This is an optimization exercise on Yosys and OpenROAD, whose aim is small area, a short achievable clock period and few clock cycles per item, not a production implementation. In this exercise RTL edits were held to simulation tests only and were not proved equivalent to the original.

### design/flow/design.v
module gt3b_div #(
    parameter K    = 3,
    parameter ITER = 5                   
) (
    input  wire        clk,
    input  wire        rst,
    input  wire [15:0] raw,
    input  wire [15:0] cl,
    input  wire [15:0] cm,
    input  wire [15:0] cr,
    input  wire [15:0] cd,
    input  wire        wr_raw,           
    input  wire        wr_cal,           
    output wire        valid,
    output reg         neg,
    output reg  [12:0] mag
);
    localparam NB = K * ITER;
    reg [15:0]        xa;
    reg               bad;               
    reg signed [18:0] lo, hi, bl, br;
    wire [15:0] x_cl = (raw < cl) ? cl : (raw > cr) ? cr : raw;
    wire signed [18:0] lo_n = $signed({3'b000, cm}) - $signed({3'b000, cd});
    wire signed [18:0] hi_n = $signed({3'b000, cm}) + $signed({3'b000, cd});
    wire signed [18:0] xs    = $signed({3'b000, xa});
    wire               left  = !bad && (xs < lo);
    wire               right = !bad && (xs > hi);
    wire signed [18:0] al    = lo - xs;
    wire signed [18:0] ar    = xs - hi;
    wire [15:0]        a     = left ? al[15:0] : ar[15:0];
    wire [16:0]        b     = left ? bl[16:0] : br[16:0];
    wire [28:0]        num   = ({13'd0, a} << 12) + ({13'd0, a} << 10) - ({13'd0, a} << 7) + ({13'd0, a} << 3);
    reg        pend1, ld, busy, done_r;
    reg [3:0]  cnt;
    reg [16:0] rem;
    reg [16:0] den;
    reg [NB-1:0] nl;
    reg [NB-1:0] quo;
    reg        neg_r, zero_r;
    reg [16:0]   r_it;
    reg [NB-1:0] n_it, q_it;
    reg [17:0]   r_sh;
    integer j;
    always @* begin
        r_it = rem;
        n_it = nl;
        q_it = quo;
        for (j = 0; j < K; j = j + 1) begin
            r_sh = {r_it, n_it[NB-1]};
            n_it = n_it << 1;
            if (r_sh >= {1'b0, den}) begin
                r_it = r_sh[16:0] - den;
                q_it = {q_it[NB-2:0], 1'b1};
            end else begin
                r_it = r_sh[16:0];
                q_it = {q_it[NB-2:0], 1'b0};
            end
        end
    end
    assign valid = done_r && !busy && !ld && !pend1;
    always @(posedge clk) begin
        xa <= x_cl;
        bad <= cl > cr;
        lo <= lo_n;
        hi <= hi_n;
        bl <= lo_n - $signed({3'b000, cl});
        br <= $signed({3'b000, cr}) - hi_n;
        if (rst) begin
            pend1  <= 1'b1;
            ld     <= 1'b0;
            busy   <= 1'b0;
            done_r <= 1'b0;
            neg    <= 1'b0;
            mag    <= 13'd0;
        end else begin
            pend1 <= wr_cal;
            ld    <= wr_raw | pend1;
            if (ld) begin
                rem    <= {3'b000, num[28:NB]};
                nl     <= num[NB-1:0];
                den    <= b;
                quo    <= {NB{1'b0}};
                neg_r  <= left;
                zero_r <= !(left || right);
                cnt    <= ITER[3:0];
                busy   <= left || right;
                done_r <= !(left || right);
                if (!(left || right)) begin
                    neg <= 1'b0;
                    mag <= 13'd0;
                end
            end else if (busy) begin
                rem <= r_it;
                nl  <= n_it;
                quo <= q_it;
                cnt <= cnt - 4'd1;
                if (cnt == 4'd1) begin
                    busy   <= 1'b0;
                    done_r <= 1'b1;
                    neg    <= neg_r;
                    mag    <= q_it[12:0];
                end
            end
        end
    end
endmodule
module gt3b_fu (
    input  wire        clk,
    input  wire        rst,
    input  wire        go,
    input  wire        tag_in,
    input  wire        big_in,           
    input  wire [18:0] a_in,
    input  wire [12:0] b_in,
    input  wire [6:0]  e_in,
    output reg         rv,               
    output reg         rtag,
    output wire [12:0] q,
    output reg  [18:0] u
);
    reg        v1, tag1, big1;
    reg [18:0] a1;
    reg [12:0] b1;
    reg [6:0]  e1;
    reg        big2;
    reg [29:0] p2;
    wire [31:0] prod = a1 * b1 + (big1 ? 32'd249999 : 32'd0);
    always @(posedge clk) begin
        a1   <= a_in;
        b1   <= b_in;
        e1   <= e_in;
        big1 <= big_in;
        tag1 <= tag_in;
        p2   <= prod[29:0];
        big2 <= big1;
        rtag <= tag1;
        u    <= a1[12:0] * e1;
        if (rst) begin
            v1 <= 1'b0;
            rv <= 1'b0;
        end else begin
            v1 <= go;
            rv <= v1;
        end
    end
    wire [21:0] n5k   = p2[24:3];
    wire [42:0] r5k   = n5k * 21'd1717987;
    wire [24:0] n500k = p2[29:5];
    wire [50:0] r500k = n500k * 26'd35184373;
    assign q = big2 ? {1'b0, r500k[50:39]} : r5k[42:30];
endmodule
module gt3b_chp (
    input  wire        clk,
    input  wire        rst,
    input  wire        c0_v,
    input  wire        c0_ev,
    input  wire        c0_last,
    input  wire        c0_sync,
    input  wire [3:0]  c0_ch,
    input  wire signed [13:0] c0_val,
    input  wire        force_hit,
    input  wire signed [13:0] force_val,
    input  wire [7:0]  ep_neg,
    input  wire [7:0]  ep_pos,
    input  wire signed [7:0] trim,
    output reg  [3:0]  c1_ch_o,
    input  wire signed [7:0] subtrim,
    input  wire        reverse,
    output wire        fin_next,         
    output reg         c3_evv,
    output reg         c3_frame,
    output reg  [3:0]  c3_ch,
    output reg  signed [15:0] c3_val,
    output reg  signed [13:0] c3_last_val
);
    wire signed [13:0] v0 = force_hit ? force_val : c0_val;
    wire        s0   = v0[13];
    wire [12:0] m0   = s0 ? -v0[12:0] : v0[12:0];
    wire [7:0]  ep0  = s0 ? ep_neg : ep_pos;
    wire        tn0  = trim[7];
    wire [6:0]  ta0  = tn0 ? -trim[6:0] : trim[6:0];
    wire [19:0] p1_0 = m0 * ep0;
    wire [12:0] rm0  = 13'd5000 - m0;
    wire [18:0] p2_0 = ta0 * rm0;
    reg        c1_v, c1_ev, c1_last, c1_sync, c1_s, c1_tn;
    reg [19:0] c1_p1;
    reg [18:0] c1_p2;
    reg signed [13:0] c1_lv;
    wire [22:0] f5  = {1'b0, c1_p1, 2'b00} + {3'b000, c1_p1};
    wire [22:0] p2x = {4'd0, c1_p2};
    wire [22:0] sum_pp = f5 + p2x + 23'd250;
    wire [23:0] dif    = {1'b0, f5} - {1'b0, p2x};
    wire [22:0] d_pos  = dif[22:0] + 23'd250;
    wire [22:0] d_neg  = p2x - f5 + 23'd250;
    wire        same   = (c1_s == c1_tn);
    wire [22:0] n1     = same ? sum_pp : (dif[23] ? d_neg : d_pos);
    wire        sg1    = same ? c1_s : (dif[23] ? c1_tn : c1_s);
    wire signed [15:0] st10 = {{8{subtrim[7]}}, subtrim} * 16'sd10;
    wire        rev1   = reverse;
    reg        c2_v, c2_ev, c2_last, c2_sync, c2_neg;
    reg [22:0] c2_n;
    reg signed [15:0] c2_st;
    reg [3:0]  c2_ch;
    reg signed [13:0] c2_lv;
    wire [20:0] n2  = c2_n[22:2];
    wire [47:0] r2  = n2 * 27'd536871;
    wire [13:0] q2  = r2[39:26];
    assign fin_next = c2_v && c2_last;
    wire signed [15:0] val2 = c2_neg ? c2_st - $signed({2'b00, q2}) : c2_st + $signed({2'b00, q2});
    always @(posedge clk) begin
        c1_p1   <= p1_0;
        c1_p2   <= p2_0;
        c1_s    <= s0;
        c1_tn   <= tn0;
        c1_ch_o <= c0_ch;
        c1_ev   <= c0_ev;
        c1_last <= c0_last;
        c1_sync <= c0_sync;
        c1_lv   <= s0 ? -$signed({1'b0, m0}) : $signed({1'b0, m0});
        c2_n    <= n1;
        c2_neg  <= sg1 ^ rev1;
        c2_st   <= rev1 ? -st10 : st10;
        c2_ch   <= c1_ch_o;
        c2_ev   <= c1_ev;
        c2_last <= c1_last;
        c2_sync <= c1_sync;
        c2_lv   <= c1_lv;
        c3_val  <= val2;
        c3_ch   <= c2_ch;
        c3_last_val <= c2_lv;
        if (rst) begin
            c1_v     <= 1'b0;
            c2_v     <= 1'b0;
            c3_evv   <= 1'b0;
            c3_frame <= 1'b0;
        end else begin
            c1_v     <= c0_v;
            c2_v     <= c1_v;
            c3_evv   <= c2_v && c2_ev;
            c3_frame <= c2_v && c2_sync;
        end
    end
endmodule
module gt3b_slew (
    input  wire signed [13:0] t,
    input  wire signed [13:0] last,
    input  wire [8:0]  md_turn,
    input  wire        inf_turn,
    input  wire [8:0]  md_ret,
    input  wire        inf_ret,
    output reg  signed [13:0] val
);
    wire lz = (last == 14'sd0);
    wire ln = last[13];
    wire lp = !ln && !lz;
    wire tz = (t == 14'sd0);
    wire tn = t[13];
    wire tp = !tn && !tz;
    wire turn_mode = lz || (ln && (t < last)) || (lp && (t > last));
    wire opp = !turn_mode && ((ln && tp) || (lp && tn));
    wire [8:0]  md1  = turn_mode ? md_turn : md_ret;
    wire        inf1 = turn_mode ? inf_turn : inf_ret;
    wire signed [15:0] l16  = last;
    wire signed [15:0] t16  = t;
    wire signed [15:0] up   = l16 + $signed({7'd0, md1});
    wire signed [15:0] dn   = l16 - $signed({7'd0, md1});
    wire [13:0] labs = ln ? -last : last;
    wire [13:0] tabs = tn ? -t : t;
    wire c_up = opp ? (ln && ({2'b00, labs} > {7'd0, md1})) : (t16 > up);
    wire c_dn = opp ? (lp && ({2'b00, labs} > {7'd0, md1})) : (t16 < dn);
    wire c2   = opp && !inf_turn && ({2'b00, tabs} > {7'd0, md_turn});
    always @* begin
        if (!inf1 && c_up)
            val = up[13:0];
        else if (!inf1 && c_dn)
            val = dn[13:0];
        else if (c2)
            val = tn ? -$signed({5'd0, md_turn}) : $signed({5'd0, md_turn});
        else
            val = t;
    end
endmodule
module gt3b_sc (
    input  wire        clk,
    input  wire        rst,
    input  wire        req_valid,
    output wire        req_ready,
    input  wire        req_write,
    input  wire [6:0]  req_addr,
    input  wire [15:0] req_wdata,
    output reg         rsp_valid,
    output reg  [15:0] rsp_rdata,
    output wire        ev_valid,
    output wire [3:0]  ev_ch,
    output wire [15:0] ev_val,
    output wire        ev_frame,
    output wire [3:0]  nch
);
    reg               ill;
    reg signed [13:0] acc_r;
    reg [15:0]        frameseq;
    reg [15:0]        raw_st, raw_th;
    reg [15:0]        cal_r [0:7];       
    reg [3:0]         nch_r;
    reg [7:0]         reverse_r;
    reg [3:0]         ch_4ws;
    reg [3:0]         ch_dig;
    reg               crab;
    reg signed [7:0]  mix4ws;
    reg signed [13:0] digmix;
    reg signed [7:0]  expo_r [0:2];      
    reg [6:0]         dr_r [0:2];        
    reg [6:0]         stspd_turn, stspd_ret;
    reg [8:0]         md_turn, md_ret;   
    reg               inf_turn, inf_ret;
    reg [1:0]         abs_type;
    reg [3:0]         force_ch;
    reg signed [13:0] force_val;
    reg signed [7:0]  trim_r [0:1];
    reg signed [7:0]  subtrim_r [0:7];
    reg [7:0]         ep_r [0:15];       
    reg signed [7:0]  aux_r [0:5];       
    reg signed [13:0] last_r [0:7];
    reg [2:0]         abs_cnt;
    reg               abs_red;
    reg signed [14:0] out_r [0:7];
    wire [7:0] mixed = (ch_4ws != 4'd0 ? (8'd1 << (ch_4ws - 4'd1)) : 8'd0) |
                       (ch_dig != 4'd0 ? (8'd1 << (ch_dig - 4'd1)) : 8'd0);
    assign nch = nch_r;
    function [8:0] maxdelta;
        input [6:0] r;
        case (r)
            7'd0: maxdelta = 9'd5;
            7'd1: maxdelta = 9'd5;
            7'd2: maxdelta = 9'd5;
            7'd3: maxdelta = 9'd5;
            7'd4: maxdelta = 9'd5;
            7'd5: maxdelta = 9'd5;
            7'd6: maxdelta = 9'd5;
            7'd7: maxdelta = 9'd5;
            7'd8: maxdelta = 9'd5;
            7'd9: maxdelta = 9'd5;
            7'd10: maxdelta = 9'd5;
            7'd11: maxdelta = 9'd5;
            7'd12: maxdelta = 9'd5;
            7'd13: maxdelta = 9'd5;
            7'd14: maxdelta = 9'd5;
            7'd15: maxdelta = 9'd5;
            7'd16: maxdelta = 9'd5;
            7'd17: maxdelta = 9'd6;
            7'd18: maxdelta = 9'd6;
            7'd19: maxdelta = 9'd6;
            7'd20: maxdelta = 9'd6;
            7'd21: maxdelta = 9'd6;
            7'd22: maxdelta = 9'd6;
            7'd23: maxdelta = 9'd6;
            7'd24: maxdelta = 9'd6;
            7'd25: maxdelta = 9'd6;
            7'd26: maxdelta = 9'd6;
            7'd27: maxdelta = 9'd6;
            7'd28: maxdelta = 9'd6;
            7'd29: maxdelta = 9'd7;
            7'd30: maxdelta = 9'd7;
            7'd31: maxdelta = 9'd7;
            7'd32: maxdelta = 9'd7;
            7'd33: maxdelta = 9'd7;
            7'd34: maxdelta = 9'd7;
            7'd35: maxdelta = 9'd7;
            7'd36: maxdelta = 9'd7;
            7'd37: maxdelta = 9'd7;
            7'd38: maxdelta = 9'd8;
            7'd39: maxdelta = 9'd8;
            7'd40: maxdelta = 9'd8;
            7'd41: maxdelta = 9'd8;
            7'd42: maxdelta = 9'd8;
            7'd43: maxdelta = 9'd8;
            7'd44: maxdelta = 9'd8;
            7'd45: maxdelta = 9'd9;
            7'd46: maxdelta = 9'd9;
            7'd47: maxdelta = 9'd9;
            7'd48: maxdelta = 9'd9;
            7'd49: maxdelta = 9'd9;
            7'd50: maxdelta = 9'd10;
            7'd51: maxdelta = 9'd10;
            7'd52: maxdelta = 9'd10;
            7'd53: maxdelta = 9'd10;
            7'd54: maxdelta = 9'd10;
            7'd55: maxdelta = 9'd11;
            7'd56: maxdelta = 9'd11;
            7'd57: maxdelta = 9'd11;
            7'd58: maxdelta = 9'd11;
            7'd59: maxdelta = 9'd12;
            7'd60: maxdelta = 9'd12;
            7'd61: maxdelta = 9'd12;
            7'd62: maxdelta = 9'd13;
            7'd63: maxdelta = 9'd13;
            7'd64: maxdelta = 9'd13;
            7'd65: maxdelta = 9'd14;
            7'd66: maxdelta = 9'd14;
            7'd67: maxdelta = 9'd15;
            7'd68: maxdelta = 9'd15;
            7'd69: maxdelta = 9'd16;
            7'd70: maxdelta = 9'd16;
            7'd71: maxdelta = 9'd17;
            7'd72: maxdelta = 9'd17;
            7'd73: maxdelta = 9'd18;
            7'd74: maxdelta = 9'd19;
            7'd75: maxdelta = 9'd20;
            7'd76: maxdelta = 9'd20;
            7'd77: maxdelta = 9'd21;
            7'd78: maxdelta = 9'd22;
            7'd79: maxdelta = 9'd23;
            7'd80: maxdelta = 9'd25;
            7'd81: maxdelta = 9'd26;
            7'd82: maxdelta = 9'd27;
            7'd83: maxdelta = 9'd29;
            7'd84: maxdelta = 9'd31;
            7'd85: maxdelta = 9'd33;
            7'd86: maxdelta = 9'd35;
            7'd87: maxdelta = 9'd38;
            7'd88: maxdelta = 9'd41;
            7'd89: maxdelta = 9'd45;
            7'd90: maxdelta = 9'd50;
            7'd91: maxdelta = 9'd55;
            7'd92: maxdelta = 9'd62;
            7'd93: maxdelta = 9'd71;
            7'd94: maxdelta = 9'd83;
            7'd95: maxdelta = 9'd100;
            7'd96: maxdelta = 9'd125;
            7'd97: maxdelta = 9'd166;
            7'd98: maxdelta = 9'd250;
            7'd99: maxdelta = 9'd500;
            default: maxdelta = 9'd0;
        endcase
    endfunction
    reg        rdy;
    reg        s_v, s_wr;
    reg [6:0]  s_a;
    reg [15:0] s_d;
    assign req_ready = rdy;
    wire accept = req_valid && rdy;
    wire [7:0] w_op  = s_d[15:8];
    wire [3:0] w_sel = s_d[3:0];
    reg        w_legal;
    always @* begin
        w_legal = 1'b0;
        if (s_d[7:4] == 4'd0) begin
            case (w_op)
                8'h00, 8'h01, 8'h02, 8'h03, 8'h04, 8'h05, 8'h14: w_legal = (w_sel == 4'd0);
                8'h10:               w_legal = (w_sel <= 4'd1);
                8'h11, 8'h12:        w_legal = (w_sel <= 4'd2);
                8'h13, 8'h15, 8'h16: w_legal = (w_sel >= 4'd1 && w_sel <= 4'd8);
                default:             w_legal = 1'b0;
            endcase
        end
    end
    wire s_wrv  = s_v && s_wr;
    wire s_cmd  = s_wrv && (s_a == 7'h00);
    wire go     = s_cmd && w_legal && (w_op != 8'h00);
    wire signed [15:0] w_s = s_d;
    wire signed [13:0] w_sat_full = (w_s > 16'sd5000) ? 14'sd5000 : (w_s < -16'sd5000) ? -14'sd5000 : w_s[13:0];
    wire signed [7:0]  w_sat_99   = (w_s > 16'sd99)  ? 8'sd99  : (w_s < -16'sd99)  ? -8'sd99  : w_s[7:0];
    wire signed [7:0]  w_sat_100  = (w_s > 16'sd100) ? 8'sd100 : (w_s < -16'sd100) ? -8'sd100 : w_s[7:0];
    wire [6:0]         w_min_100  = (s_d > 16'd100) ? 7'd100 : s_d[6:0];
    wire [7:0]         w_min_150  = (s_d > 16'd150) ? 8'd150 : s_d[7:0];
    wire [1:0]         w_min_3    = (s_d > 16'd3)   ? 2'd3   : s_d[1:0];
    wire [3:0]         w_4ws      = (s_d[3:0] == 4'd0 || (s_d[3:0] >= 4'd3 && s_d[3:0] <= 4'd8)) ? s_d[3:0] : 4'd0;
    wire [3:0]         w_dig      = (s_d[7:4] == 4'd0 || s_d[7:4] == 4'd1 ||
                                     (s_d[7:4] >= 4'd3 && s_d[7:4] <= 4'd8)) ? s_d[7:4] : 4'd0;
    wire [3:0]         w_force_ch = (s_d <= 16'd8) ? s_d[3:0] : 4'd0;
    reg [15:0] rd;
    always @* begin
        rd = 16'd0;
        case (s_a)
            7'h01: rd = {15'd0, ill};
            7'h02: rd = {{2{acc_r[13]}}, acc_r};
            7'h03: rd = frameseq;
            7'h04: rd = raw_st;
            7'h05: rd = raw_th;
            7'h08, 7'h09, 7'h0A, 7'h0B, 7'h0C, 7'h0D, 7'h0E, 7'h0F:
                   rd = cal_r[s_a[2:0]];
            7'h10: rd = {12'd0, nch_r};
            7'h11: rd = {8'd0, reverse_r};
            7'h12: rd = {7'd0, crab, ch_dig, ch_4ws};
            7'h13: rd = {{8{mix4ws[7]}}, mix4ws};
            7'h14: rd = {{2{digmix[13]}}, digmix};
            7'h15: rd = {{8{expo_r[0][7]}}, expo_r[0]};
            7'h16: rd = {{8{expo_r[1][7]}}, expo_r[1]};
            7'h17: rd = {{8{expo_r[2][7]}}, expo_r[2]};
            7'h18: rd = {9'd0, dr_r[0]};
            7'h19: rd = {9'd0, dr_r[1]};
            7'h1A: rd = {9'd0, dr_r[2]};
            7'h1B: rd = {9'd0, stspd_turn};
            7'h1C: rd = {9'd0, stspd_ret};
            7'h1D: rd = {14'd0, abs_type};
            7'h1E: rd = {12'd0, force_ch};
            7'h1F: rd = {{2{force_val[13]}}, force_val};
            7'h20: rd = {{8{trim_r[0][7]}}, trim_r[0]};
            7'h21: rd = {{8{trim_r[1][7]}}, trim_r[1]};
            7'h28, 7'h29, 7'h2A, 7'h2B, 7'h2C, 7'h2D, 7'h2E, 7'h2F:
                   rd = {{8{subtrim_r[s_a[2:0]][7]}}, subtrim_r[s_a[2:0]]};
            7'h30, 7'h31, 7'h32, 7'h33, 7'h34, 7'h35, 7'h36, 7'h37,
            7'h38, 7'h39, 7'h3A, 7'h3B, 7'h3C, 7'h3D, 7'h3E, 7'h3F:
                   rd = {8'd0, ep_r[s_a[3:0]]};
            7'h42, 7'h43, 7'h44, 7'h45, 7'h46, 7'h47:
                   rd = {{8{aux_r[s_a[2:0] - 3'd2][7]}}, aux_r[s_a[2:0] - 3'd2]};
            7'h50, 7'h51, 7'h52, 7'h53, 7'h54, 7'h55, 7'h56, 7'h57:
                   rd = {{2{last_r[s_a[2:0]][13]}}, last_r[s_a[2:0]]};
            7'h58: rd = {7'd0, abs_red, 5'd0, abs_cnt};
            7'h59: rd = {8'd0, mixed};
            7'h60, 7'h61, 7'h62, 7'h63, 7'h64, 7'h65, 7'h66, 7'h67:
                   rd = {out_r[s_a[2:0]][14], out_r[s_a[2:0]]};
            default: rd = 16'd0;
        endcase
    end
    wire wr_raw_st = s_wrv && (s_a == 7'h04);
    wire wr_raw_th = s_wrv && (s_a == 7'h05);
    wire wr_cal_st = s_wrv && (s_a[6:2] == 5'b00010);
    wire wr_cal_th = s_wrv && (s_a[6:2] == 5'b00011);
    wire        cst_valid, cth_valid;
    wire        cst_neg, cth_neg;
    wire [12:0] cst_mag, cth_mag;
    gt3b_div u_cal_st (
        .clk(clk), .rst(rst),
        .raw(wr_raw_st ? s_d : raw_st),
        .cl(cal_r[0]), .cm(cal_r[1]), .cr(cal_r[2]), .cd(cal_r[3]),
        .wr_raw(wr_raw_st), .wr_cal(wr_cal_st),
        .valid(cst_valid), .neg(cst_neg), .mag(cst_mag)
    );
    gt3b_div u_cal_th (
        .clk(clk), .rst(rst),
        .raw(wr_raw_th ? s_d : raw_th),
        .cl(cal_r[4]), .cm(cal_r[5]), .cr(cal_r[6]), .cd(cal_r[7]),
        .wr_raw(wr_raw_th), .wr_cal(wr_cal_th),
        .valid(cth_valid), .neg(cth_neg), .mag(cth_mag)
    );
    reg signed [13:0] abs_in;
    wire [2:0]  abs_period  = (abs_type == 2'd1) ? 3'd6 : (abs_type == 2'd2) ? 3'd4 : 3'd3;
    wire [3:0]  abs_cnt_inc = {1'b0, abs_cnt} + 4'd1;
    reg  [2:0]  abs_cnt_nx;
    reg         abs_red_nx;
    reg signed [13:0] abs_out;
    always @* begin
        abs_cnt_nx = abs_cnt;
        abs_red_nx = abs_red;
        abs_out    = abs_in;
        if (abs_type != 2'd0) begin
            if (abs_in > 14'sd500) begin
                if (abs_cnt_inc >= {1'b0, abs_period}) begin
                    abs_cnt_nx = 3'd0;
                    abs_red_nx = !abs_red;
                end else begin
                    abs_cnt_nx = abs_cnt_inc[2:0];
                end
                if (abs_red_nx)
                    abs_out = abs_in >>> 1;
            end else begin
                abs_cnt_nx = 3'd0;
                abs_red_nx = 1'b0;
            end
        end
    end
    reg         s_iss, t_iss_req;
    reg  [18:0] s_ia, t_ia;
    reg  [12:0] s_ib, t_ib;
    reg  [6:0]  s_ie, t_ie;
    reg         s_ibig, t_ibig;
    wire        t_iss = t_iss_req && !s_iss;
    wire        md_rv, md_rtag;
    wire [12:0] md_q;
    wire [18:0] md_u;
    wire        md_s = md_rv && !md_rtag;      
    wire        md_t = md_rv &&  md_rtag;      
    gt3b_fu u_md (
        .clk(clk), .rst(rst),
        .go(s_iss || t_iss), .tag_in(!s_iss),
        .big_in(s_iss ? s_ibig : t_ibig),
        .a_in(s_iss ? s_ia : t_ia),
        .b_in(s_iss ? s_ib : t_ib),
        .e_in(s_iss ? s_ie : t_ie),
        .rv(md_rv), .rtag(md_rtag), .q(md_q), .u(md_u)
    );
    function [12:0] mag14;
        input signed [13:0] v;
        mag14 = v[13] ? -v[12:0] : v[12:0];
    endfunction
    function [12:0] x50;
        input [6:0] r;
        x50 = {1'b0, r, 5'd0} + {2'b0, r, 4'd0} + {5'd0, r, 1'b0};
    endfunction
    localparam K_STEER = 2'd0, K_PEXPO = 2'd1, K_PDRATE = 2'd2;
    localparam S_IDLE = 4'd0, S_WCAL = 4'd1, S_START = 4'd2, S_EXA = 4'd3, S_EXB = 4'd4,
               S_DR = 4'd5, S_MODE = 4'd6, S_MIX = 4'd7, S_SLP = 4'd8, S_SLQ = 4'd9,
               S_PSLEW = 4'd10, S_DONE = 4'd11;
    localparam T_IDLE = 4'd0, T_WCAL = 4'd1, T_EXA_I = 4'd2, T_EXA = 4'd3, T_EXB_I = 4'd4,
               T_EXB = 4'd5, T_ABS = 4'd6, T_DR = 4'd7, T_DR_W = 4'd8, T_MIX = 4'd9,
               T_MIX_W = 4'd10, T_DONE = 4'd11;
    localparam Q_IDLE = 3'd0, Q_S = 3'd1, Q_T0 = 3'd2, Q_T1 = 3'd3, Q_AUX = 3'd4,
               Q_BUB = 3'd5, Q_WAIT = 3'd6;
    reg        c_frame, c_sync;          
    reg [3:0]  c_sel;
    reg        p_cal;                    
    reg [3:0]  s_st;
    reg [1:0]  s_kind;
    reg [1:0]  s_k;
    reg        s_neg;
    reg [12:0] s_mag;
    reg signed [13:0] s_val, s_p, s_q;
    reg        s_mixp;
    reg [3:0]  t_st;
    reg        t_neg;
    reg [12:0] t_mag;
    reg signed [7:0] t_str;
    reg [12:0] t_b;
    reg [18:0] t_u;
    reg signed [13:0] t_val, t_p, t_q;
    reg        t_mixp, t_two;
    reg [2:0]  q_st;
    reg [5:0]  aux_rem;                  
    always @* abs_in = (t_st == T_ABS) ? t_val : acc_r;
    wire signed [7:0] s_str  = expo_r[(s_kind == K_STEER) ? 2'd0 : s_k];
    wire [6:0]        s_rate = dr_r[(s_kind == K_STEER) ? 2'd0 : s_k];
    wire [6:0]        s_e    = s_str[7] ? -s_str[6:0] : s_str[6:0];
    reg  signed [13:0] sl_t, sl_last;
    wire signed [13:0] sl_val;
    gt3b_slew u_slew (
        .t(sl_t), .last(sl_last),
        .md_turn(md_turn), .inf_turn(inf_turn), .md_ret(md_ret), .inf_ret(inf_ret),
        .val(sl_val)
    );
    wire [2:0] c4i = ch_4ws[2:0] - 3'd1;
    always @* begin
        sl_t    = s_val;
        sl_last = last_r[0];
        case (s_st)
            S_MODE:  begin sl_t = s_val; sl_last = (ch_dig == 4'd1) ? -digmix : last_r[0]; end
            S_SLP:   begin sl_t = s_p;   sl_last = last_r[0]; end
            S_SLQ:   begin sl_t = s_q;   sl_last = last_r[c4i]; end
            S_PSLEW: begin sl_t = acc_r; sl_last = last_r[c_sel[2:0] - 3'd1]; end
            default: ;
        endcase
    end
    reg        x_go, x_neg, x_post;
    reg [12:0] x_mag;
    always @* begin
        x_go   = 1'b0;
        x_neg  = s_neg;
        x_mag  = s_mag;
        x_post = 1'b0;
        case (s_st)
            S_WCAL:  begin x_go = cst_valid; x_neg = cst_neg; x_mag = cst_mag; end
            S_START: begin x_go = 1'b1; end
            S_EXB:   begin x_go = md_s; x_post = 1'b1;
                           x_mag = s_str[7] ? s_mag + md_q : s_mag - md_q; end
            default: ;
        endcase
    end
    wire        x_expo = !x_post && (s_str != 8'sd0) && (x_mag != 13'd0) && (s_kind != K_PDRATE);
    wire        x_dr   = (s_rate != 7'd100) && (s_kind != K_PEXPO);
    wire [12:0] x_xp   = s_str[7] ? 13'd5000 - x_mag : x_mag;
    wire signed [13:0] x_sv = x_neg ? -$signed({1'b0, x_mag}) : $signed({1'b0, x_mag});
    wire signed [13:0] md_sv_s = s_neg ? -$signed({1'b0, md_q}) : $signed({1'b0, md_q});
    wire signed [7:0] mixk = mix4ws[7] ? 8'sd100 + mix4ws : 8'sd100 - mix4ws;
    always @* begin
        s_iss  = 1'b0;
        s_ia   = {6'd0, x_xp};
        s_ib   = x_xp;
        s_ie   = s_e;
        s_ibig = 1'b0;
        case (s_st)
            S_WCAL, S_START, S_EXB: begin
                if (x_go && x_expo) begin
                    s_iss = 1'b1;
                end else if (x_go && x_dr) begin
                    s_iss = 1'b1;
                    s_ia  = {6'd0, x_mag};
                    s_ib  = x50(s_rate);
                end
            end
            S_EXA: begin
                s_iss  = md_s;
                s_ia   = md_u;
                s_ib   = 13'd5000 - md_q;
                s_ibig = 1'b1;
            end
            S_MODE: begin
                s_ia = {6'd0, mag14(s_val)};
                s_ib = x50(mixk[6:0]);
                s_iss = (ch_dig != 4'd1) && (ch_4ws != 4'd0) && (mix4ws != 8'sd0);
            end
            default: ;
        endcase
    end
    wire signed [7:0] t_str_cal = cth_neg ? expo_r[1] : expo_r[2];
    wire [6:0]  t_e    = t_str[7] ? -t_str[6:0] : t_str[6:0];
    wire [12:0] t_xp   = t_str[7] ? 13'd5000 - t_mag : t_mag;
    wire [6:0]  t_rate = t_val[13] ? dr_r[1] : dr_r[2];
    wire signed [13:0] md_sv_t = t_neg ? -$signed({1'b0, md_q}) : $signed({1'b0, md_q});
    wire [12:0] dig_k  = digmix[13] ? 13'd5000 + digmix[12:0] : 13'd5000 - digmix[12:0];
    wire        s_busy = (s_st != S_IDLE) && (s_st != S_DONE);
    always @* begin
        t_iss_req = 1'b0;
        t_ia   = {6'd0, t_xp};
        t_ib   = t_xp;
        t_ie   = t_e;
        t_ibig = 1'b0;
        case (t_st)
            T_EXA_I: t_iss_req = 1'b1;
            T_EXB_I: begin
                t_iss_req = 1'b1;
                t_ia   = t_u;
                t_ib   = t_b;
                t_ibig = 1'b1;
            end
            T_DR: begin
                t_iss_req = (t_rate != 7'd100);
                t_ia = {6'd0, mag14(t_val)};
                t_ib = x50(t_rate);
            end
            T_MIX: begin
                t_iss_req = (ch_dig != 4'd0) && !s_busy && (digmix != 14'sd0);
                t_ia = {6'd0, mag14(t_val)};
                t_ib = dig_k;
            end
            default: ;
        endcase
    end
    reg [2:0] ax_i;                      
    always @* begin
        ax_i = 3'd0;
        if      (aux_rem[0]) ax_i = 3'd0;
        else if (aux_rem[1]) ax_i = 3'd1;
        else if (aux_rem[2]) ax_i = 3'd2;
        else if (aux_rem[3]) ax_i = 3'd3;
        else if (aux_rem[4]) ax_i = 3'd4;
        else                 ax_i = 3'd5;
    end
    wire [5:0] aux_rem_nx = aux_rem & ~(6'd1 << ax_i);
    wire signed [13:0] aux_v = aux_r[ax_i] * 14'sd50;
    reg [5:0] aux_mask;
    integer ai;
    always @* begin
        for (ai = 0; ai < 6; ai = ai + 1)
            aux_mask[ai] = (ai + 3 <= nch_r) && !mixed[ai + 2];
    end
    reg        c0_v, c0_ev, c0_last, c0_sync;
    reg [3:0]  c0_ch;
    reg signed [13:0] c0_val;
    wire [3:0] c1_ch;
    wire       chp_fin;
    wire       chp_evv, chp_frame;
    wire [3:0] chp_ch;
    wire signed [15:0] chp_val;
    wire signed [13:0] chp_lv;
    wire [2:0] c0i = c0_ch[2:0] - 3'd1;
    wire [2:0] c1i = c1_ch[2:0] - 3'd1;
    gt3b_chp u_chp (
        .clk(clk), .rst(rst),
        .c0_v(c0_v), .c0_ev(c0_ev), .c0_last(c0_last), .c0_sync(c0_sync),
        .c0_ch(c0_ch), .c0_val(c0_val),
        .force_hit(force_ch == c0_ch), .force_val(force_val),
        .ep_neg(ep_r[{c0i, 1'b0}]), .ep_pos(ep_r[{c0i, 1'b1}]),
        .trim(c0_ch == 4'd1 ? trim_r[0] : c0_ch == 4'd2 ? trim_r[1] : 8'sd0),
        .c1_ch_o(c1_ch),
        .subtrim(subtrim_r[c1i]), .reverse(reverse_r[c1i]),
        .fin_next(chp_fin),
        .c3_evv(chp_evv), .c3_frame(chp_frame), .c3_ch(chp_ch),
        .c3_val(chp_val), .c3_last_val(chp_lv)
    );
    assign ev_valid = chp_evv;
    assign ev_frame = chp_frame;
    assign ev_ch    = chp_ch;
    assign ev_val   = chp_val;
    integer i;
    always @(posedge clk) begin
        s_wr <= req_write;
        s_a  <= req_addr;
        s_d  <= req_wdata;
        if (rst) begin
            rdy        <= 1'b1;
            s_v        <= 1'b0;
            rsp_valid  <= 1'b0;
            rsp_rdata  <= 16'd0;
            ill        <= 1'b0;
            acc_r      <= 14'sd0;
            frameseq   <= 16'd0;
            raw_st     <= 16'h8000;
            raw_th     <= 16'h8000;
            cal_r[0]   <= 16'h0000;
            cal_r[1]   <= 16'h8000;
            cal_r[2]   <= 16'hFFFF;
            cal_r[3]   <= 16'h0000;
            cal_r[4]   <= 16'h0000;
            cal_r[5]   <= 16'h8000;
            cal_r[6]   <= 16'hFFFF;
            cal_r[7]   <= 16'h0000;
            nch_r      <= 4'd2;
            reverse_r  <= 8'd0;
            ch_4ws     <= 4'd0;
            ch_dig     <= 4'd0;
            crab       <= 1'b0;
            mix4ws     <= 8'sd0;
            digmix     <= 14'sd0;
            for (i = 0; i < 3; i = i + 1) begin
                expo_r[i] <= 8'sd0;
                dr_r[i]   <= 7'd100;
            end
            stspd_turn <= 7'd100;
            stspd_ret  <= 7'd100;
            md_turn    <= 9'd0;
            md_ret     <= 9'd0;
            inf_turn   <= 1'b1;
            inf_ret    <= 1'b1;
            abs_type   <= 2'd0;
            force_ch   <= 4'd0;
            force_val  <= 14'sd0;
            trim_r[0]  <= 8'sd0;
            trim_r[1]  <= 8'sd0;
            for (i = 0; i < 8; i = i + 1) begin
                subtrim_r[i] <= 8'sd0;
                last_r[i]    <= 14'sd0;
                out_r[i]     <= 15'sd0;
            end
            for (i = 0; i < 16; i = i + 1)
                ep_r[i] <= 8'd100;
            for (i = 0; i < 6; i = i + 1)
                aux_r[i] <= 8'sd0;
            abs_cnt    <= 3'd0;
            abs_red    <= 1'b0;
            c_frame    <= 1'b0;
            c_sync     <= 1'b0;
            c_sel      <= 4'd0;
            p_cal      <= 1'b0;
            s_st       <= S_IDLE;
            t_st       <= T_IDLE;
            q_st       <= Q_IDLE;
            aux_rem    <= 6'd0;
            c0_v       <= 1'b0;
        end else begin
            s_v       <= accept;
            rsp_valid <= 1'b0;
            c0_v      <= 1'b0;
            c0_ev     <= 1'b1;
            c0_last   <= 1'b0;
            c0_sync   <= 1'b0;
            if (accept && req_write && req_addr == 7'h00)
                rdy <= 1'b0;
            if (accept && req_write && req_addr == 7'h10)
                nch_r <= (req_wdata[15:1] == 15'd0) ? 4'd2 :
                         (req_wdata[15:4] != 12'd0 || (req_wdata[3] && req_wdata[2:0] != 3'd0)) ? 4'd8 :
                         req_wdata[3:0];
            if (s_v && !s_wr) begin
                rsp_valid <= 1'b1;
                rsp_rdata <= rd;
            end
            if (s_wrv) begin
                case (s_a)
                    7'h00: begin
                        if (!w_legal) begin
                            ill <= 1'b1;
                            rdy <= 1'b1;
                        end else if (w_op == 8'h00) begin
                            rdy <= 1'b1;
                        end
                    end
                    7'h02: acc_r     <= w_sat_full;
                    7'h04: raw_st    <= s_d;
                    7'h05: raw_th    <= s_d;
                    7'h08, 7'h09, 7'h0A, 7'h0B, 7'h0C, 7'h0D, 7'h0E, 7'h0F:
                           cal_r[s_a[2:0]] <= s_d;
                    7'h11: reverse_r <= s_d[7:0];
                    7'h12: begin
                        ch_4ws <= w_4ws;
                        ch_dig <= w_dig;
                        crab   <= s_d[8];
                    end
                    7'h13: mix4ws    <= w_sat_100;
                    7'h14: digmix    <= w_sat_full;
                    7'h15: expo_r[0] <= w_sat_99;
                    7'h16: expo_r[1] <= w_sat_99;
                    7'h17: expo_r[2] <= w_sat_99;
                    7'h18: dr_r[0]   <= w_min_100;
                    7'h19: dr_r[1]   <= w_min_100;
                    7'h1A: dr_r[2]   <= w_min_100;
                    7'h1B: begin
                        stspd_turn <= w_min_100;
                        md_turn    <= maxdelta(w_min_100);
                        inf_turn   <= (w_min_100 == 7'd100);
                    end
                    7'h1C: begin
                        stspd_ret <= w_min_100;
                        md_ret    <= maxdelta(w_min_100);
                        inf_ret   <= (w_min_100 == 7'd100);
                    end
                    7'h1D: abs_type  <= w_min_3;
                    7'h1E: force_ch  <= w_force_ch;
                    7'h1F: force_val <= w_sat_full;
                    7'h20: trim_r[0] <= w_sat_99;
                    7'h21: trim_r[1] <= w_sat_99;
                    7'h28, 7'h29, 7'h2A, 7'h2B, 7'h2C, 7'h2D, 7'h2E, 7'h2F:
                           subtrim_r[s_a[2:0]] <= w_sat_99;
                    7'h30, 7'h31, 7'h32, 7'h33, 7'h34, 7'h35, 7'h36, 7'h37,
                    7'h38, 7'h39, 7'h3A, 7'h3B, 7'h3C, 7'h3D, 7'h3E, 7'h3F:
                           ep_r[s_a[3:0]] <= w_min_150;
                    7'h42, 7'h43, 7'h44, 7'h45, 7'h46, 7'h47:
                           aux_r[s_a[2:0] - 3'd2] <= w_sat_100;
                    default: ;
                endcase
            end
            if (go) begin
                c_frame <= (w_op == 8'h01);
                c_sync  <= (w_op == 8'h05);
                c_sel   <= w_sel;
                aux_rem <= aux_mask;
                case (w_op)
                    8'h01, 8'h02: begin
                        s_st   <= S_WCAL;
                        s_kind <= K_STEER;
                        q_st   <= Q_S;
                        if (w_op == 8'h01) t_st <= T_WCAL;
                    end
                    8'h03: begin t_st <= T_WCAL; q_st <= Q_T0; end
                    8'h04: q_st <= Q_AUX;
                    8'h05: q_st <= Q_BUB;
                    8'h10: p_cal <= 1'b1;
                    8'h11, 8'h12: begin
                        s_st   <= S_START;
                        s_kind <= (w_op == 8'h11) ? K_PEXPO : K_PDRATE;
                        s_k    <= w_sel[1:0];
                        s_neg  <= acc_r[13];
                        s_mag  <= mag14(acc_r);
                    end
                    8'h13: s_st <= S_PSLEW;
                    8'h14: begin                     
                        abs_cnt <= abs_cnt_nx;
                        abs_red <= abs_red_nx;
                        acc_r   <= abs_out;
                        rdy     <= 1'b1;
                    end
                    8'h15: begin                     
                        c0_v    <= 1'b1;
                        c0_ch   <= w_sel;
                        c0_val  <= acc_r;
                        c0_last <= 1'b1;
                        q_st    <= Q_WAIT;
                    end
                    8'h16: begin                     
                        last_r[w_sel[2:0] - 3'd1] <= acc_r;
                        rdy <= 1'b1;
                    end
                    default: ;
                endcase
            end
            if (p_cal && (c_sel[0] ? cth_valid : cst_valid)) begin
                acc_r <= c_sel[0] ? (cth_neg ? -$signed({1'b0, cth_mag}) : $signed({1'b0, cth_mag}))
                                  : (cst_neg ? -$signed({1'b0, cst_mag}) : $signed({1'b0, cst_mag}));
                p_cal <= 1'b0;
                rdy   <= 1'b1;
            end
            case (s_st)
                S_WCAL, S_START, S_EXB: begin
                    if (x_go) begin
                        s_neg <= x_neg;
                        s_mag <= x_mag;
                        if (x_expo) begin
                            s_st <= S_EXA;
                        end else if (x_dr) begin
                            s_st <= S_DR;
                        end else if (s_kind == K_STEER) begin
                            s_val <= x_sv;
                            s_st  <= S_MODE;
                        end else begin
                            acc_r <= x_sv;
                            s_st  <= S_IDLE;
                            rdy   <= 1'b1;
                        end
                    end
                end
                S_EXA: if (md_s) s_st <= S_EXB;
                S_DR: if (md_s) begin
                    if (s_kind == K_STEER) begin
                        s_val <= md_sv_s;
                        s_st  <= S_MODE;
                    end else begin
                        acc_r <= md_sv_s;
                        s_st  <= S_IDLE;
                        rdy   <= 1'b1;
                    end
                end
                S_MODE: begin
                    if (ch_dig == 4'd1) begin
                        last_r[0] <= -digmix;
                        digmix    <= -sl_val;
                        s_st      <= S_DONE;
                    end else if (ch_4ws != 4'd0) begin
                        s_p <= s_val;
                        s_q <= crab ? -s_val : s_val;
                        if (mix4ws[7]) begin
                            s_neg  <= s_val[13];
                            s_mixp <= 1'b1;
                            s_st   <= S_MIX;
                        end else if (mix4ws != 8'sd0) begin
                            s_neg  <= crab ? (s_val > 14'sd0) : s_val[13];
                            s_mixp <= 1'b0;
                            s_st   <= S_MIX;
                        end else begin
                            c0_v   <= 1'b1;
                            c0_ch  <= 4'd1;
                            c0_val <= sl_val;
                            s_st   <= S_SLQ;
                        end
                    end else begin
                        c0_v   <= 1'b1;
                        c0_ch  <= 4'd1;
                        c0_val <= sl_val;
                        s_st   <= S_DONE;
                    end
                end
                S_MIX: if (md_s) begin
                    if (s_mixp) s_p <= md_sv_s;
                    else        s_q <= md_sv_s;
                    s_st <= S_SLP;
                end
                S_SLP: begin
                    c0_v   <= 1'b1;
                    c0_ch  <= 4'd1;
                    c0_val <= sl_val;
                    s_st   <= S_SLQ;
                end
                S_SLQ: begin
                    c0_v   <= 1'b1;
                    c0_ch  <= ch_4ws;
                    c0_val <= sl_val;
                    s_st   <= S_DONE;
                end
                S_PSLEW: begin
                    acc_r <= sl_val;
                    s_st  <= S_IDLE;
                    rdy   <= 1'b1;
                end
                default: ;
            endcase
            case (t_st)
                T_WCAL: if (cth_valid) begin
                    t_neg <= cth_neg;
                    t_mag <= cth_mag;
                    t_str <= t_str_cal;
                    t_val <= cth_neg ? -$signed({1'b0, cth_mag}) : $signed({1'b0, cth_mag});
                    t_st  <= (t_str_cal != 8'sd0 && cth_mag != 13'd0) ? T_EXA_I : T_ABS;
                end
                T_EXA_I: if (t_iss) t_st <= T_EXA;
                T_EXA: if (md_t) begin
                    t_b  <= 13'd5000 - md_q;
                    t_u  <= md_u;
                    t_st <= T_EXB_I;
                end
                T_EXB_I: if (t_iss) t_st <= T_EXB;
                T_EXB: if (md_t) begin
                    t_val <= t_neg ? -$signed({1'b0, t_str[7] ? t_mag + md_q : t_mag - md_q})
                                   :  $signed({1'b0, t_str[7] ? t_mag + md_q : t_mag - md_q});
                    t_st  <= T_ABS;
                end
                T_ABS: begin
                    abs_cnt <= abs_cnt_nx;
                    abs_red <= abs_red_nx;
                    t_val   <= abs_out;
                    t_st    <= T_DR;
                end
                T_DR: begin
                    t_neg <= t_val[13];
                    if (t_rate == 7'd100) t_st <= T_MIX;
                    else if (t_iss)       t_st <= T_DR_W;
                end
                T_DR_W: if (md_t) begin
                    t_val <= md_sv_t;
                    t_st  <= T_MIX;
                end
                T_MIX: begin
                    t_p <= t_val;
                    t_q <= t_val;
                    if (ch_dig == 4'd0) begin
                        t_two <= 1'b0;
                        t_st  <= T_DONE;
                    end else if (!s_busy) begin
                        t_two  <= 1'b1;
                        t_neg  <= t_val[13];
                        t_mixp <= digmix[13];
                        if (digmix == 14'sd0) t_st <= T_DONE;
                        else if (t_iss)       t_st <= T_MIX_W;
                    end
                end
                T_MIX_W: if (md_t) begin
                    if (t_mixp) t_p <= md_sv_t;
                    else        t_q <= md_sv_t;
                    t_st <= T_DONE;
                end
                default: ;
            endcase
            case (q_st)
                Q_S: if (s_st == S_DONE) q_st <= c_frame ? Q_T0 : Q_BUB;
                Q_T0: if (t_st == T_DONE) begin
                    c0_v    <= 1'b1;
                    c0_ch   <= 4'd2;
                    c0_val  <= t_p;
                    c0_last <= c_frame && !t_two && (aux_rem == 6'd0);
                    c0_sync <= c_frame && !t_two && (aux_rem == 6'd0);
                    q_st    <= t_two ? Q_T1 : !c_frame ? Q_BUB : (aux_rem == 6'd0) ? Q_WAIT : Q_AUX;
                end
                Q_T1: begin
                    c0_v    <= 1'b1;
                    c0_ch   <= ch_dig;
                    c0_val  <= t_q;
                    c0_last <= c_frame && (aux_rem == 6'd0);
                    c0_sync <= c_frame && (aux_rem == 6'd0);
                    q_st    <= !c_frame ? Q_BUB : (aux_rem == 6'd0) ? Q_WAIT : Q_AUX;
                end
                Q_AUX: begin
                    if (aux_rem == 6'd0) begin
                        q_st <= Q_BUB;
                    end else begin
                        c0_v    <= 1'b1;
                        c0_ch   <= {1'b0, ax_i} + 4'd3;
                        c0_val  <= aux_v;
                        c0_last <= c_frame && (aux_rem_nx == 6'd0);
                        c0_sync <= c_frame && (aux_rem_nx == 6'd0);
                        aux_rem <= aux_rem_nx;
                        if (c_frame && aux_rem_nx == 6'd0) q_st <= Q_WAIT;
                    end
                end
                Q_BUB: begin
                    c0_v    <= 1'b1;
                    c0_ev   <= 1'b0;
                    c0_last <= 1'b1;
                    c0_sync <= c_sync || c_frame;
                    q_st    <= Q_WAIT;
                end
                default: ;
            endcase
            if (chp_evv) begin
                out_r[chp_ch[2:0] - 3'd1]  <= chp_val[14:0];
                last_r[chp_ch[2:0] - 3'd1] <= chp_lv;
            end
            if (chp_fin) begin
                rdy  <= 1'b1;
                q_st <= Q_IDLE;
                s_st <= S_IDLE;
                t_st <= T_IDLE;
            end
            if (chp_frame)
                frameseq <= frameseq + 16'd1;
        end
    end
endmodule
### design/flow/run.sh
#!/bin/bash
# synth_recipe.tcl (not shown) runs the flow's synth.tcl, then flattens the netlist and writes it again
# the make line also repeats each setting of config.mk as NAME=value (left out here)
make -C /OpenROAD-flow-scripts/flow DESIGN_CONFIG=/design/flow/config.mk WORK_HOME=/design/flow/orfs CLKGATE_MAP_FILE= SYNTH_SCRIPT=/design/flow/synth_recipe.tcl finish
### design/flow/config.mk
export PLATFORM = sky130hd
export DESIGN_NAME = gt3b_sc
export DESIGN_NICKNAME = gt3b_sc
export VERILOG_FILES = /design/flow/design.v
export SDC_FILE = /design/flow/constraint.sdc
export NUM_CORES = 4
export LEC_CHECK = 0
export CAP_MARGIN = 40
export CORE_MARGIN = 2
export CORE_UTILIZATION = 40
export PLACE_DENSITY = 0.6
export SLEW_MARGIN = 30
### design/flow/constraint.sdc
create_clock -name core_clock -period 20.0 [get_ports {clk}]
set_input_delay 4.0000 -clock core_clock [delete_from_list [all_inputs] [get_ports {clk}]]
set_output_delay 4.0000 -clock core_clock [all_outputs]
set_load 0.01 [all_outputs]
==> results.sh <==
export IMPL_layout_area_seq_sq_um=42500
export IMPL_drc=0
export IMPL_hp_class="flip-flop to flip-flop"
export IMPL_min_from="u_chp.c2_lv[0]$_DFF_P_"
export IMPL_fill_cells=36400
export IMPL_layout_drive_gt1_share_pct=8.58
export IMPL_routabilityCongestion=1.04
export IMPL_cts_resized=0
export IMPL_wire_per_inst_microns=25.4
export IMPL_avgViaCountPerCell=5.71
export IMPL_cp_top_family="adder cells"
export IMPL_dieArea_sq_um=384000
export IMPL_synth_area_leaders="edfxtp_1 (18%), ha_1 (14%), fa_1 (12%)"
export IMPL_min_path_cells=0
export IMPL_cts_root_buffer="clkbuf_16"
export IMPL_multiInputGateArea_sq_um=99300
export IMPL_start_util_pct=40.1
export IMPL_crit_fanout=18
export IMPL_period_needed_ns=12.58
export IMPL_rr_startpoint="u_md.p2[19]$_DFF_P_"
export IMPL_hold_violations=0
export IMPL_setup_viol=0
export IMPL_syn2layout_area_growth_pct=10.0
export IMPL_status="timing/DRC/antenna clean"
export IMPL_yosysTopAreaCell="edfxtp_1"
export IMPL_worst_path_max_delay_cell="nor3_4"
export IMPL_synth_most_common_cell="inv_1"
export IMPL_grt_ovfl_total=0
export IMPL_cts_setup_buffers=0
export IMPL_fin_util_pct=44.1
export IMPL_wl_microns=541000
export IMPL_path_buf_inv=7
export IMPL_yosysWarnings=11
export IMPL_clock_skew_ns=0.133
export IMPL_max_freq_mhz=79.5
export IMPL_h_tree_depth=4
export IMPL_avgSynthCellArea_sq_um=9.43
export IMPL_tns_ns=0
export IMPL_crit_path_end_kind="flip-flop"
export IMPL_synth_cell_types=111
export IMPL_finalMaxSlewViolations=0
export IMPL_core_area_sq_um=378000
export IMPL_synth_top_cells_by_count="inv_1 (2051), ha_1 (1688), nand2_1 (1398), nor2_1 (1312), fa_1 (942)"
export IMPL_place_hpwl_microns=425000
export IMPL_syn_nets=18700
export IMPL_drt_antenna_violating_nets=0
export IMPL_place_ws_ns=7.49
export IMPL_crit_path_max_incr_delay_ns=0.64
export IMPL_reg2reg_slack_ns=7.42
export IMPL_required_ns=20.74
export IMPL_cts_tree="done"
export IMPL_cts_sinks=1663
export IMPL_synthCells=16100
export IMPL_grt_usage_pct=27.7
export IMPL_grt_max_degree=97
export IMPL_synth_edf_count=918
export IMPL_final_setup_worst_slack_ns=7.42
export IMPL_synth_seq_cells=1663
export IMPL_maxCapViolCount=0
export IMPL_tightest_slew_ns=1.08
export IMPL_first_pass_iters=11
export IMPL_ys_async_sr_fraction_pct=0
export IMPL_r2r_cells=39
export IMPL_synth_area_sq_um=152000
export IMPL_die_w_microns=620
export IMPL_clockBufferDepth=4
export IMPL_port_buffers=70
export IMPL_ioPinCount=71
export IMPL_drt_iter0_drc=12700
export IMPL_ys_flop_type="edfxtp_1"
export IMPL_cts_inserted_buffers=200
export IMPL_vias=122000
export IMPL_grt_pass1_vias=119000
export IMPL_ys_seq_area_share_pct=28.0
export IMPL_synth_top_area_share_pct=18.2
export IMPL_cp_start_kind="flip-flop"
export IMPL_path_class="flip-flop to flip-flop"
export IMPL_max_slew_margin_pct=27.2
export IMPL_die_y_microns=620
export IMPL_hold_path_end="u_chp.c3_last_val[0]$_DFF_P_"
export IMPL_hold_buffers=0
export IMPL_r2r_end="acc_r[7]$_SDFF_PP0_"
export IMPL_grt_pass1_wl_microns=794000
export IMPL_antenna_found_initial=26
export IMPL_rows=226
export IMPL_clk_latency_ns=0.98
export IMPL_grt_setup_unrepaired="false"
export IMPL_layout_nets=18700
export IMPL_clk_pin_slew_ns=0.06
export IMPL_fin_crit_sh_pct=62.9
export IMPL_cp_arrival_ns=13.32
==> final cells by class <==
type	count	share of cell area, %
diodes	17	0.0255
clock inverters	111	0.762
flip-flops and latches	1663	25.5
well taps	5016	3.76
multi-input cells	11700	59.5
inverters	2062	4.64
repair buffers	494	2.49
clock buffers	263	3.33
==> per-stage QoR <==
step / area, sq um / hold WS, ns / std cells
after detailed placement: 160000 / 0.312 / 20900
after global routing: 167000 / 0.272 / 21300
after floorplan: 152000 / 0.310 / 16100
after CTS: 166000 / 0.263 / 21200
final: 167000 / 0.267 / 21300
after global placement: 159000 / 0.310 / 20800
==> cell families after synthesis <==
group	synth area share, %
flops	28.0
xor+xnor	4.89
buf+inv	6.88
fa+ha+maj	26.4
simple gates	13.7
mux	7.40
compound gates	12.8
==> worst register-to-register path, delay by kind of cell, from the launching register on <==
family | cells | cell delay [ns]
AND/OR/NAND/NOR | 10 | 2.78
multiplexers | 3 | 1.10
XOR/XNOR | 2 | 0.34
AO/OA/AOI/OAI | 8 | 2.66
buffers and inverters | 7 | 0.82
adder cells (fa/ha/maj) | 9 | 4.20
flip-flops | 1 | 0.53
==> sequential cells by signal, summed over array words and instances (netlist names), 19 cells and up <==
signal / flops
subtrim_r: 64
expo_r: 24
ep_r: 128
u_md.a1: 19
last_r: 112
out_r: 120
u_chp.c1_p2: 19
u_md.u: 19
u_chp.c1_p1: 20
cal_r: 128
t_u: 19
dr_r: 21
u_md.p2: 27
aux_r: 64
u_chp.c2_n: 21
==> worst max-delay path by stage <==
stage | start | endpoint | slack (ns) | cells past startpoint
finish | u_md.p2[19]$_DFF_P_ | acc_r[7]$_SDFF_PP0_ | 7.42 | 39
global placement | u_md.p2[13]$_DFF_P_ | acc_r[7]$_SDFF_PP0_ | 6.98 | 36
detailed placement | u_md.p2[10]$_DFF_P_ | acc_r[7]$_SDFF_PP0_ | 7.49 | 39
floorplan | u_md.p2[24]$_DFF_P_ | s_val[0]$_DFFE_PP_ | 8.22 | 37
global route | u_md.p2[10]$_DFF_P_ | acc_r[7]$_SDFF_PP0_ | 6.52 | 39
CTS | u_md.p2[10]$_DFF_P_ | acc_r[7]$_SDFF_PP0_ | 7.39 | 41
==> placed cells by master (no fill, tap or decap), types with 88 or more instances in the layout <==
cell / instances
nor2_1: 1292
dfxtp_1: 734
xor2_1: 281
mux2_2: 160
ha_1: 1687
a22oi_1: 94
a22o_1: 132
a21oi_1: 819
a211oi_1: 108
xnor2_1: 556
o211ai_1: 88
a21boi_0: 90
and3_1: 172
nand2_1: 1395
nand4_1: 117
clkbuf_16: 209
o21ai_0: 631
nand3_1: 231
edfxtp_1: 918
mux2i_1: 311
and2_1: 366
nand2b_1: 133
fa_1: 942
inv_1: 2049
o21bai_1: 101
nor3_1: 234
buf_4: 339
a21o_1: 202
mux4_2: 273
nor2b_1: 162
==> metal layers <==
layer	routed length, microns	global-route usage (%)	vias to the layer above
li1	-	-	55600
met1	219000	35.7	59400
met2	239000	43.5	5333
met3	44400	4.89	1287
met4	39100	16.8	6
met5	40	0	-
Testbench counts, summed over its fixed seeds: cycles 27,832, frames 960.

[separate check: timing with driven ports]
The results above use ideal ports. As a check the final layout listed here was re-extracted and re-timed, cells and wires unchanged. Step 1, drivers: a clkbuf_16 drives clk and a buf_2 each remaining input, both assumed. Step 2 adds t to the input delays and takes it off the output delays; t is the mean of the earliest and latest rising clock arrival at the registers after step 1. Input paths then give back, and output paths get back, about the clock's delay inside the block. a / b / c = no drivers / after step 1 / after step 2; a / b = the first two.
shift t [ns]: 1.040
setup WS [ns]: 7.423 / 7.423 / 7.423
worst register clock-pin slew, ns: 0.07 / 0.07
After both steps setup and hold are still met in this run. The setup slack of this run moves by 0.000 ns with the drivers and by 0.000 ns with both steps.
